Source: an optimization exercise on an open RTL-to-GDS flow (aim: small area). Production flows keep margins and buffers that such runs may drop.
Function was checked by simulation only, so behaviour that the tests miss may differ from the original.

== JK ==
==> flow/design.v (excerpt) <==
module dxpc (
    input  wire        clk,
    input  wire        rst,           
    input  wire [15:0] t_byte,        
    input  wire        buf_we,
    input  wire [7:0]  buf_waddr,
    input  wire [7:0]  buf_wdata,
    input  wire        cmd_valid,
    output wire        cmd_ready,
    input  wire [3:0]  cmd_op,
    input  wire [7:0]  cmd_id,
    input  wire [7:0]  cmd_cmd,
    input  wire [7:0]  cmd_addr,
    input  wire [7:0]  cmd_count,
    input  wire [7:0]  cmd_width,
    input  wire [15:0] cmd_value,
    input  wire [7:0]  cmd_len,
    output wire        tx_valid,
    output wire [7:0]  tx_data,
    input  wire        tx_ready,
    input  wire        rx_valid,
    input  wire [7:0]  rx_data,
    output wire        rx_ready,
    output wire        res_valid,
    input  wire        res_ready,
    output wire [3:0]  res_status,
    output wire [2:0]  res_kind,
    output wire [3:0]  info_state,
    output wire [7:0]  info_byte,
    output wire [7:0]  info_expected,
    output wire [7:0]  info_received,
    output wire [7:0]  info_code,
    output wire [7:0]  info_count,
    output wire [7:0]  res_pid,
    output wire [7:0]  res_plen,
    output wire [7:0]  res_pcmd,
    output wire [7:0]  res_pn,
    output wire [15:0] res_v16,
    output wire [31:0] res_ts,
    input  wire [7:0]  rd_idx,
    output wire [7:0]  rd_data,
    output wire [15:0] rd_pos
);
Size in the first run: about 2,100 flip-flops, roughly 290 I/O pins, about 0.082 mm2 of cells after synthesis.
==> flow/config.mk <==
export PLATFORM = sky130hd
export DESIGN_NAME = dxpc
export DESIGN_NICKNAME = dxpc
export VERILOG_FILES = /design/flow/design.v
export SDC_FILE = /design/flow/constraint.sdc
export NUM_CORES = 4
export LEC_CHECK = 0
export ABC_AREA = 1
export CAP_MARGIN = 20
export CORE_MARGIN = 2
export CORE_UTILIZATION = 55
export PLACE_DENSITY = 0.65
export SETUP_SLACK_MARGIN = 0.1
export SLEW_MARGIN = 20
==> flow/constraint.sdc <==
create_clock -name core_clock -period 12.0 [get_ports {clk}]
set_input_delay 2.4000 -clock core_clock [delete_from_list [all_inputs] [get_ports {clk}]]
set_output_delay 2.4000 -clock core_clock [all_outputs]
set_load 0.01 [all_outputs]
standard.sh (not shown) runs the stock make flow with config.mk's settings and CLKGATE_MAP_FILE= SYNTH_SCRIPT=/design/flow/synth_recipe.tcl, a recipe that flattens the netlist after the stock synthesis.
==> flow/flow/run.sh <==
#!/bin/bash
# Own layout flow: the standard ORFS flow (standard.sh), with these changes:
#  - synthesis maps logic with the ABC script in flow/abc_area.script
#    (ABC_AREA=1 in config.mk selects it); registers are mapped by the
#    standard synthesis steps before ABC, so they are the standard ones;
#  - ports are buffered with sky130_fd_sc_hd__buf_1;
#  - a fanout limit (flow/pre_place.tcl) before global placement, so repair
#    splits the very wide buffer-write-data nets;
#  - CTS with larger sink clusters and without dummy loads.
# Each step's full output is in orfs/logs/; make's output in flow_run.log.
set -euo pipefail
cd "$(dirname "$0")/.."
WORK=$(pwd)
rm -rf "$WORK/scripts_mod"
cp -r "$FLOW_HOME/scripts" "$WORK/scripts_mod"
cp "$WORK/flow/abc_area.script" "$WORK/scripts_mod/abc_area.script"
export SCRIPTS_DIR="$WORK/scripts_mod"
export PRE_GLOBAL_PLACE_TCL="$WORK/flow/pre_place.tcl"
export PRE_RESIZE_TCL="$WORK/flow/pre_place.tcl"
export CTS_ARGS="-sink_clustering_enable -repair_clock_nets -dont_use_dummy_load -sink_clustering_size 16 -sink_clustering_max_diameter 70 -buf_list {sky130_fd_sc_hd__clkbuf_8}"
export BUFFER_PORTS_ARGS="-buffer_cell sky130_fd_sc_hd__buf_1"
bash standard.sh > "$WORK/flow_run.log" 2>&1
==> flow/flow/abc_area.script <==
strash
&get -n
&st
&b
&dch
&nf -a
&st
&b
&dch
&nf -a
&put
topo
==> flow/flow/pre_place.tcl <==
set_max_fanout 48 [current_design]
What MS does differently from JK at the input level:
--- a/flow/config.mk
+++ b/flow/config.mk
@@ -11,2 +11,2 @@
-export CORE_UTILIZATION = 55
-export PLACE_DENSITY = 0.65
+export CORE_UTILIZATION = 75
+export PLACE_DENSITY = 0.85
## What came out
[MS] maximum frequency rose about 1.8% relative to JK. In the reports for JK and MS, the larger global routing usage on met2 belongs to MS. | register-to-register slack | MS vs JK | 0.14 ns lower |. Against JK, MS reports a delay of the slowest cell on the worst path that is higher. Final design area excluding fillers | MS below JK. Compared JK against MS; clock distribution area overhead in the final layout within noise. MS vs. JK: global-route usage over all layers went up by 12 points. Measured against each other, JK and MS differ in routing usage on met1, the higher figure coming from MS. MS: worst setup slack 0.21 ns above JK. Between JK and MS, the total met3 wirelength after detailed routing is higher for MS. In the reports for JK and MS, the larger period utilization belongs to JK.
> inputs changed (MS -> AL)
==> flow/flow/pre_place.tcl <==
set_max_fanout 24 [current_design]
--- a/flow/config.mk
+++ b/flow/config.mk
@@ -11,3 +11,3 @@
-export CORE_UTILIZATION = 75
-export PLACE_DENSITY = 0.85
-export SETUP_SLACK_MARGIN = 0.1
+export CORE_UTILIZATION = 55
+export PLACE_DENSITY = 0.65
+export SETUP_SLACK_MARGIN = 0.2
Notes after the runs:
Number of rows created at floorplan, MS and AL, lower one = MS. In the tables for MS and AL, number of antenna violations at the first check in global routing reads higher with MS. Minimum period implied by the final worst setup slack ended up 0.036 ns lower on AL than on MS. Compared AL vs MS, and initial cell density of the core is down in AL. In the tables for MS and AL, fraction of area in registers reads higher with MS. Looking at wire length across MS and AL, the one that comes out higher is AL. Flip-flop and latch count: AL vs MS identical. Cmp MS and AL / post-DP HPWL / lower: MS. Relative to MS, the number of buffers inserted during clock tree synthesis of AL is higher by 1.3%.

-- static timing again, ports no longer ideal --
The flow's constraints put no driver on any port. The routed layouts listed below were extracted and timed again, unchanged, in two steps. Step 1, drivers: a clkbuf_16 drives clk and a buf_2 each remaining input, both assumed. Step 2 adds t to the input delays and takes it off the output delays; t is the mean of the earliest and latest rising clock arrival at the registers after step 1. Input paths then give back, and output paths get back, about the clock's delay inside the block. Slacks: ideal / step 1 / step 2; pairs: ideal / step 1.
| run | t, ns | slack for setup (ns) | hold slack, ns | cell pins on the clock port's net |
|---|---|---|---|---|
| JK | 0.982 | 0.283 / 0.250 / 0.250 | 0.654 / 0.654 / 0.654 | 1 |
| MS | 0.957 | 0.494 / 0.424 / 0.424 | 0.656 / 0.656 / 0.656 | 1 |
| AL | 0.988 | 0.530 / 0.453 / 0.532 | 0.687 / 0.687 / 0.687 | 1 |
After both steps every run listed still meets setup and hold. The setup slack of MS, which loses most, moves by -0.070 ns with the drivers and by -0.070 ns with both steps.
